From an optimization exercise on the open Yosys and OpenROAD flow, aimed at a short achievable clock period and few clock cycles; shortcuts taken in it are not production practice.
Function was checked by simulation only, so behaviour that the tests miss may differ from the original.
Power is estimated from default activity; no workload was simulated.

**run.sh**
```bash
#!/bin/bash
# synth_recipe.tcl (not shown) runs the flow's synth.tcl, then flattens the netlist and writes it again
# the make line also repeats each setting of config.mk as NAME=value (left out here)
make -C /OpenROAD-flow-scripts/flow DESIGN_CONFIG=/design/flow/config.mk WORK_HOME=/design/flow/orfs CLKGATE_MAP_FILE= SYNTH_SCRIPT=/design/flow/synth_recipe.tcl finish
```
**config.mk**
```make
export PLATFORM = sky130hd
export DESIGN_NAME = vm16_core
export DESIGN_NICKNAME = vm16_core
export VERILOG_FILES = /design/flow/design.v
export SDC_FILE = /design/flow/constraint.sdc
export NUM_CORES = 4
export LEC_CHECK = 0
export CAP_MARGIN = 20
export CORE_MARGIN = 2
export CORE_UTILIZATION = 40
export SLEW_MARGIN = 20
```
**constraint.sdc**
```tcl
create_clock -name core_clock -period 8.0 [get_ports {clk}]
set_input_delay 1.6000 -clock core_clock [delete_from_list [all_inputs] [get_ports {clk}]]
set_output_delay 1.6000 -clock core_clock [all_outputs]
set_load 0.01 [all_outputs]
```
**design.v**
```verilog
module vm16_core (
    input  wire        clk,
    input  wire        rst,         
    output reg         mem_req,
    output reg         mem_we,
    output reg  [15:0] mem_addr,
    output reg  [15:0] mem_wdata,
    input  wire [15:0] mem_rdata,
    input  wire        mem_ready,
    input  wire        in_valid,
    input  wire [7:0]  in_data,
    output reg         in_ready,
    output reg         out_valid,
    output reg  [7:0]  out_data,
    input  wire        out_ready,
    output wire        halted
);
    localparam [15:0] RESET_PC = 16'h3000;
    localparam [2:0] F_POS = 3'b001, F_ZRO = 3'b010, F_NEG = 3'b100;
    localparam [3:0] OP_BR   = 4'h0, OP_ADD = 4'h1, OP_LD  = 4'h2, OP_ST   = 4'h3,
                     OP_JSR  = 4'h4, OP_AND = 4'h5, OP_LDR = 4'h6, OP_STR  = 4'h7,
                     OP_RTI  = 4'h8, OP_NOT = 4'h9, OP_LDI = 4'hA, OP_STI  = 4'hB,
                     OP_JMP  = 4'hC, OP_RES = 4'hD, OP_LEA = 4'hE, OP_TRAP = 4'hF;
    localparam [3:0] S_FETCH     = 4'd0,
                     S_EXEC      = 4'd1,
                     S_IND       = 4'd2,   
                     S_LOAD      = 4'd3,   
                     S_STORE     = 4'd4,   
                     S_GETC      = 4'd5,   
                     S_OUT       = 4'd6,   
                     S_STR_RD    = 4'd7,   
                     S_STR_LO    = 4'd8,   
                     S_STR_HI    = 4'd9,   
                     S_IN_PROMPT = 4'd10,  
                     S_IN_WAIT   = 4'd11,  
                     S_IN_ECHO   = 4'd12,  
                     S_HALT_MSG  = 4'd13,  
                     S_HALTED    = 4'd14;
    localparam [2:0] PROMPT_LEN = 3'd2;
    localparam [2:0] NOTICE_LEN = 3'd5;
    function [7:0] prompt_byte(input [2:0] i);
        case (i)
            3'd0:    prompt_byte = 8'h3E;  
            default: prompt_byte = 8'h20;  
        endcase
    endfunction
    function [7:0] notice_byte(input [2:0] i);
        case (i)
            3'd0:    notice_byte = 8'h48;  
            3'd1:    notice_byte = 8'h41;  
            3'd2:    notice_byte = 8'h4C;  
            3'd3:    notice_byte = 8'h54;  
            default: notice_byte = 8'h0A;  
        endcase
    endfunction
    reg [15:0] regs [0:7];
    reg [15:0] pc;
    reg [2:0]  cond;
    reg [3:0]  state;
    reg [15:0] ir;
    reg [15:0] addr;      
    reg [15:0] word;      
    reg [7:0]  ibyte;     
    reg [2:0]  msg_idx;   
    wire [3:0]  opcode = ir[15:12];
    wire [2:0]  dr     = ir[11:9];
    wire [2:0]  sr1    = ir[8:6];
    wire [2:0]  sr2    = ir[2:0];
    wire [15:0] imm5   = {{11{ir[4]}},  ir[4:0]};
    wire [15:0] off6   = {{10{ir[5]}},  ir[5:0]};
    wire [15:0] off9   = {{7{ir[8]}},   ir[8:0]};
    wire [15:0] off11  = {{5{ir[10]}},  ir[10:0]};
    wire [7:0]  vector = ir[7:0];
    wire [15:0] sr1_val = regs[sr1];
    wire [15:0] sr2_val = regs[sr2];
    wire [15:0] dr_val  = regs[dr];    
    wire [15:0] r0_val  = regs[0];
    wire [15:0] pc_rel9 = pc + off9;
    wire [15:0] base6   = sr1_val + off6;
    wire [15:0] opnd2   = ir[5] ? imm5 : sr2_val;
    function [2:0] flags_of(input [15:0] v);
        if (v == 16'h0000)  flags_of = F_ZRO;
        else if (v[15])     flags_of = F_NEG;
        else                flags_of = F_POS;
    endfunction
    assign halted = (state == S_HALTED);
    always @(*) begin
        mem_req   = 1'b0;
        mem_we    = 1'b0;
        mem_addr  = pc;
        mem_wdata = dr_val;
        in_ready  = 1'b0;
        out_valid = 1'b0;
        out_data  = r0_val[7:0];
        case (state)
            S_FETCH:  begin mem_req = 1'b1; mem_addr = pc; end
            S_IND:    begin mem_req = 1'b1; mem_addr = addr; end
            S_LOAD:   begin mem_req = 1'b1; mem_addr = addr; end
            S_STORE:  begin mem_req = 1'b1; mem_we = 1'b1; mem_addr = addr; end
            S_STR_RD: begin mem_req = 1'b1; mem_addr = addr; end
            S_GETC:   in_ready = 1'b1;
            S_IN_WAIT: in_ready = 1'b1;
            S_OUT:    begin out_valid = 1'b1; out_data = r0_val[7:0]; end
            S_STR_LO: begin out_valid = 1'b1; out_data = word[7:0]; end
            S_STR_HI: begin out_valid = 1'b1; out_data = word[15:8]; end
            S_IN_PROMPT: begin out_valid = 1'b1; out_data = prompt_byte(msg_idx); end
            S_IN_ECHO:   begin out_valid = 1'b1; out_data = ibyte; end
            S_HALT_MSG:  begin out_valid = 1'b1; out_data = notice_byte(msg_idx); end
            default: ;
        endcase
    end
    wire mem_done = mem_req & mem_ready;
    wire out_done = out_valid & out_ready;
    wire in_done  = in_ready & in_valid;
    integer i;
    always @(posedge clk) begin
        if (rst) begin
            for (i = 0; i < 8; i = i + 1)
                regs[i] <= 16'h0000;
            pc      <= RESET_PC;
            cond    <= 3'b000;
            state   <= S_FETCH;
            ir      <= 16'h0000;
            addr    <= 16'h0000;
            word    <= 16'h0000;
            ibyte   <= 8'h00;
            msg_idx <= 3'd0;
        end else begin
            case (state)
                S_FETCH: if (mem_done) begin
                    ir    <= mem_rdata;
                    pc    <= pc + 16'd1;
                    state <= S_EXEC;
                end
                S_EXEC: begin
                    state <= S_FETCH;
                    case (opcode)
                        OP_BR:
                            if ((dr & cond) != 3'b000)
                                pc <= pc_rel9;
                        OP_ADD: begin
                            regs[dr] <= sr1_val + opnd2;
                            cond     <= flags_of(sr1_val + opnd2);
                        end
                        OP_AND: begin
                            regs[dr] <= sr1_val & opnd2;
                            cond     <= flags_of(sr1_val & opnd2);
                        end
                        OP_NOT: begin
                            regs[dr] <= ~sr1_val;
                            cond     <= flags_of(~sr1_val);
                        end
                        OP_LEA: begin
                            regs[dr] <= pc_rel9;
                            cond     <= flags_of(pc_rel9);
                        end
                        OP_JMP:
                            pc <= sr1_val;
                        OP_JSR: begin
                            regs[7] <= pc;
                            if (ir[11]) pc <= pc + off11;
                            else        pc <= sr1_val;
                        end
                        OP_LD:  begin addr <= pc_rel9; state <= S_LOAD;  end
                        OP_LDR: begin addr <= base6;   state <= S_LOAD;  end
                        OP_LDI: begin addr <= pc_rel9; state <= S_IND;   end
                        OP_ST:  begin addr <= pc_rel9; state <= S_STORE; end
                        OP_STR: begin addr <= base6;   state <= S_STORE; end
                        OP_STI: begin addr <= pc_rel9; state <= S_IND;   end
                        OP_TRAP: begin
                            msg_idx <= 3'd0;
                            addr    <= r0_val;
                            case (vector)
                                8'h20: state <= S_GETC;
                                8'h21: state <= S_OUT;
                                8'h22: state <= S_STR_RD;
                                8'h23: state <= S_IN_PROMPT;
                                8'h24: state <= S_STR_RD;
                                8'h25: state <= S_HALT_MSG;
                                default: state <= S_FETCH;
                            endcase
                        end
                        default: ;  
                    endcase
                end
                S_IND: if (mem_done) begin
                    addr  <= mem_rdata;
                    state <= (opcode == OP_STI) ? S_STORE : S_LOAD;
                end
                S_LOAD: if (mem_done) begin
                    regs[dr] <= mem_rdata;
                    cond     <= flags_of(mem_rdata);
                    state    <= S_FETCH;
                end
                S_STORE: if (mem_done)
                    state <= S_FETCH;
                S_GETC: if (in_done) begin
                    regs[0] <= {8'h00, in_data};
                    state   <= S_FETCH;
                end
                S_OUT: if (out_done)
                    state <= S_FETCH;
                S_STR_RD: if (mem_done) begin
                    word <= mem_rdata;
                    if (mem_rdata == 16'h0000) state <= S_FETCH;
                    else                       state <= S_STR_LO;
                end
                S_STR_LO: if (out_done) begin
                    if (vector == 8'h24 && word[15:8] != 8'h00) begin
                        state <= S_STR_HI;
                    end else begin
                        addr  <= addr + 16'd1;
                        state <= S_STR_RD;
                    end
                end
                S_STR_HI: if (out_done) begin
                    addr  <= addr + 16'd1;
                    state <= S_STR_RD;
                end
                S_IN_PROMPT: if (out_done) begin
                    if (msg_idx == PROMPT_LEN - 3'd1) begin
                        msg_idx <= 3'd0;
                        state   <= S_IN_WAIT;
                    end else begin
                        msg_idx <= msg_idx + 3'd1;
                    end
                end
                S_IN_WAIT: if (in_done) begin
                    ibyte   <= in_data;
                    regs[0] <= {8'h00, in_data};
                    state   <= S_IN_ECHO;
                end
                S_IN_ECHO: if (out_done)
                    state <= S_FETCH;
                S_HALT_MSG: if (out_done) begin
                    if (msg_idx == NOTICE_LEN - 3'd1) state <= S_HALTED;
                    else                           msg_idx <= msg_idx + 3'd1;
                end
                S_HALTED: ;
                default: state <= S_FETCH;
            endcase
        end
    end
endmodule
```
==> summary.txt <==
Clocking
  – TritonCTS Buffers: 26
  – Post-cts sizing count: 0
  – Clock slew at reported path FFs: 0.06 ns
  – H-tree depth: 1
  – Clk sinks: 219
  – Hold buffers post-CTS: 0
  – CTS tree: built
  – Root Driver: clkbuf_16
  – Setup bufs post-CTS: 0
  – Worst skew pair latency: 0.58 ns
  – CTS Buffer Depth: 3

Critical path
  – Crit path DAT: 5.52 ns
  – Flop2flop setup slack: 2.78 ns
  – Setup CP Type: register to register
  – Critical Path Fanout Max: 31
  – Critical path required time: 8.30 ns
  – Worst Setup End Kind: register
  – Crit path launch type: register

Place
  – IO buf count: 73
  – Routability cong.: 0.967
  – Detail Placement HPWL: 46900 um

Drt
  – Drt first pass iters: 9
  – Post-Route WL: 64700 um
  – DR iter-0 viols: 2227
  – Routed len/inst: 27.3 um
  – Vias: 15500
  – Antenna viol nets, final: 0
  – Via density: 6.55
  – DRC viols: 0

Yosys
  – Synth Instances: 1776
  – Synthesized area per cell: 9.28 um2
  – Post-synth ARST share: 0%
  – Yosys cell types: 82
  – Sequential fraction of the synthesis area: 34.4%
  – EDFF count, synth: 128
  – Total of warnings raised by yosys: 1
  – Syn Nets: 1867
  – Synth Flop Type: edfxtp_1
  – Mapped Area: 16500 um2
  – Yosys reg bits: 219

Timing
  – Slew Limit Fails: 0
  – Max-slew headroom: 25.3%
  – Final Hold Fails: 0
  – Least-Margin Pin Slew: 1.12 ns
  – Fmax: 0.192 GHz
  – Unrepaired setup endpoints after global routing: false
  – Clk_skew: 0.0117 ns
  – Finish-stage setup viols: 0
  – Setup TNS: 0 ns
  – Crit share post-route: 65.2%
  – Post-layout minimum cycle time: 5.22 ns

Global route
  – Busiest grt layer: met2
  – Global route total overflow: 0
  – GR met1 Demand/Resource: 42.7%
  – First-pass GRT wire length: 95100 um
  – Largest net degree at the start of global routing: 54
  – Vias in the first global route: 14700
  – Met2 Use GR: 45.7%
  – Antenna violations before repair: 4
  – Met3 usage: 6.44%
  – GRT Total Usage: 30.0%

Run
  – MaxCap Viol Count: 0

Power and ir drop
  – Worst vdd ir: 0.000219 V
  – Leak: 6.66 nW
  – Power Dens Cells: 260 nW/um2
  – Total power: 0.00487 W

Layout
  – Post-layout nets: 1903
  – Commonest non-fill, non-tap cell in the layout: nor2_1
  – # fillers: 3906
  – Antenna cells: 0
  – Layout cells sized above 1: 13.8%
  – Commonest non-fill, non-tap cells in the layout: 245 x nor2_1, 214 x nand2_1, 128 x edfxtp_1, 116 x a21oi_1, 98 x o21ai_0
  – Synthesis-to-finish area growth: 13.8%

Run status
  – Status: no timing/DRC/antenna violations

Floorplanning
  – Die Width: 207 um
  – # IOs: 74
  – Rows: 74
  – Core Area: 40700 um2
  – Die area: 42800 um2
  – Starting Density: 40.4%
  – Die height: 207 um

Hold path
  – Min-delay worst type: register to register
==> kinds of logic (layout without fill, tap and decap cells) <==
group           count (synthesis)  count (layout)  synth area share [%]
fa+ha+maj                      62              62                  4.84
xor+xnor                       50              50                  2.66
simple gates                  668             668                  18.2
flops                         219             219                  34.4
mux                           170             170                  17.9
compound gates                463             463                  18.6
buf+inv                       144             200                  3.37
==> registers in the layout, indices dropped and copies added (netlist names), named ones only <==
register,flops
regs,128
cond,3
word,16
ibyte,8
state,4
addr,16
pc,16
ir,16
msg_idx,3
==> stage by stage <==
stage               util [%]  instance area (um2)  cells  hold slack (ns)  worst slack [ns]
global placement        43.7                17800   2315            0.445              2.82
finish                  46.0                18700   2364            0.461              2.78
global route            46.0                18700   2364            0.478              2.44
floorplan                  -                16500   1776            0.436              3.52
CTS                     46.0                18700   2363            0.462              2.77
detailed placement      43.7                17800   2315            0.454              2.75
==> final cells by class <==
class,instances,area [um2],share of cell area (%)
timing repair buffer,117,1060,5.63
clock buffer,29,683,3.64
sequential,219,5670,30.3
multi-input combinational,1413,10300,54.9
tap,532,666,3.55
clock inverter,19,250,1.34
inverter,35,131,0.701
==> critical path, cell delays in order (launching register included) <==
cell	delay (ns)
dfxtp_2	0.34
buf_4	0.52
mux4_2	0.58
mux2i_1	0.53
inv_1	0.21
ha_1	0.38
o21ai_0	0.36
o21bai_1	0.17
a31o_2	0.26
a21oi_1	0.17
xor2_1	0.25
o211ai_1	0.12
o2bb2ai_1	0.17
mux2i_1	0.70
o21ai_0	0.14
==> worst paths after layout <==
kind / from / cells after the start / endpoint
worst min-delay path: word[4] / 2 / word[4]
worst max register to register: register / 14 / regs[7][9]
worst min register to register: word[4] / 2 / word[4]
worst max-delay path: register / 14 / regs[7][9]
==> routing by layer <==
metal | wire length (um) | up-vias
li1 | - | 6803
met1 | 26900 | 7572
met2 | 28400 | 948
met3 | 7120 | 148
met4 | 2210 | 4
met5 | 23 | -
==> Yosys cell counts (22+ instances only) <==
library cell,instances,share of area [%]
nand2_1,214,4.9
xnor2_1,30,1.6
inv_1,35,0.80
nor2_1,246,5.6
edfxtp_1,128,23
a21oi_1,116,3.5
dfxtp_1,91,11
clkbuf_1,89,2.0
a31oi_1,23,0.87
nand3_1,38,1.2
mux2i_1,33,2.0
mux4_2,96,13
mux2_2,41,2.8
a22oi_1,23,1.0
ha_1,59,4.5
a211oi_1,39,1.8
o21ai_0,99,3.0
a221oi_1,22,1.2
nor3_1,34,1.0
nor2b_1,29,1.1
==> power breakdown <==
| group | switching (W) | internal (W) |
|---|---|---|
| logic | 0.00134 | 0.000814 |
| registers | 0.000147 | 0.00127 |
| clock network | 0.000527 | 0.000780 |
| total | 0.00201 | 0.00286 |
Testbench counts, summed over its fixed seeds: cycles 274,361.

[re-timing with driven ports]
The flow's constraints put no driver on any port. The routed layout listed below was extracted and timed again, unchanged, in two steps.
Step 1 assumes that a clkbuf_16 drives the clock port and a buf_2 every other input.
Step 2 moves the port delays by t, midway between the first and last clock arrival at a register: inputs arrive t later, outputs are due t later. That takes back most of the time a late clock gives input paths.
Slacks: no drivers / after step 1 / after step 2; pairs: no drivers / after step 1.
t (ns): 0.627
setup WS [ns]: 2.780 / 2.780 / 2.780
clock arrival spread, ns: 0.012 / 0.011
worst register clock-pin slew, ns: 0.07 / 0.07
After both steps setup and hold are still met in this run. The setup slack of this run moves by 0.000 ns with the drivers and by 0.000 ns with both steps.
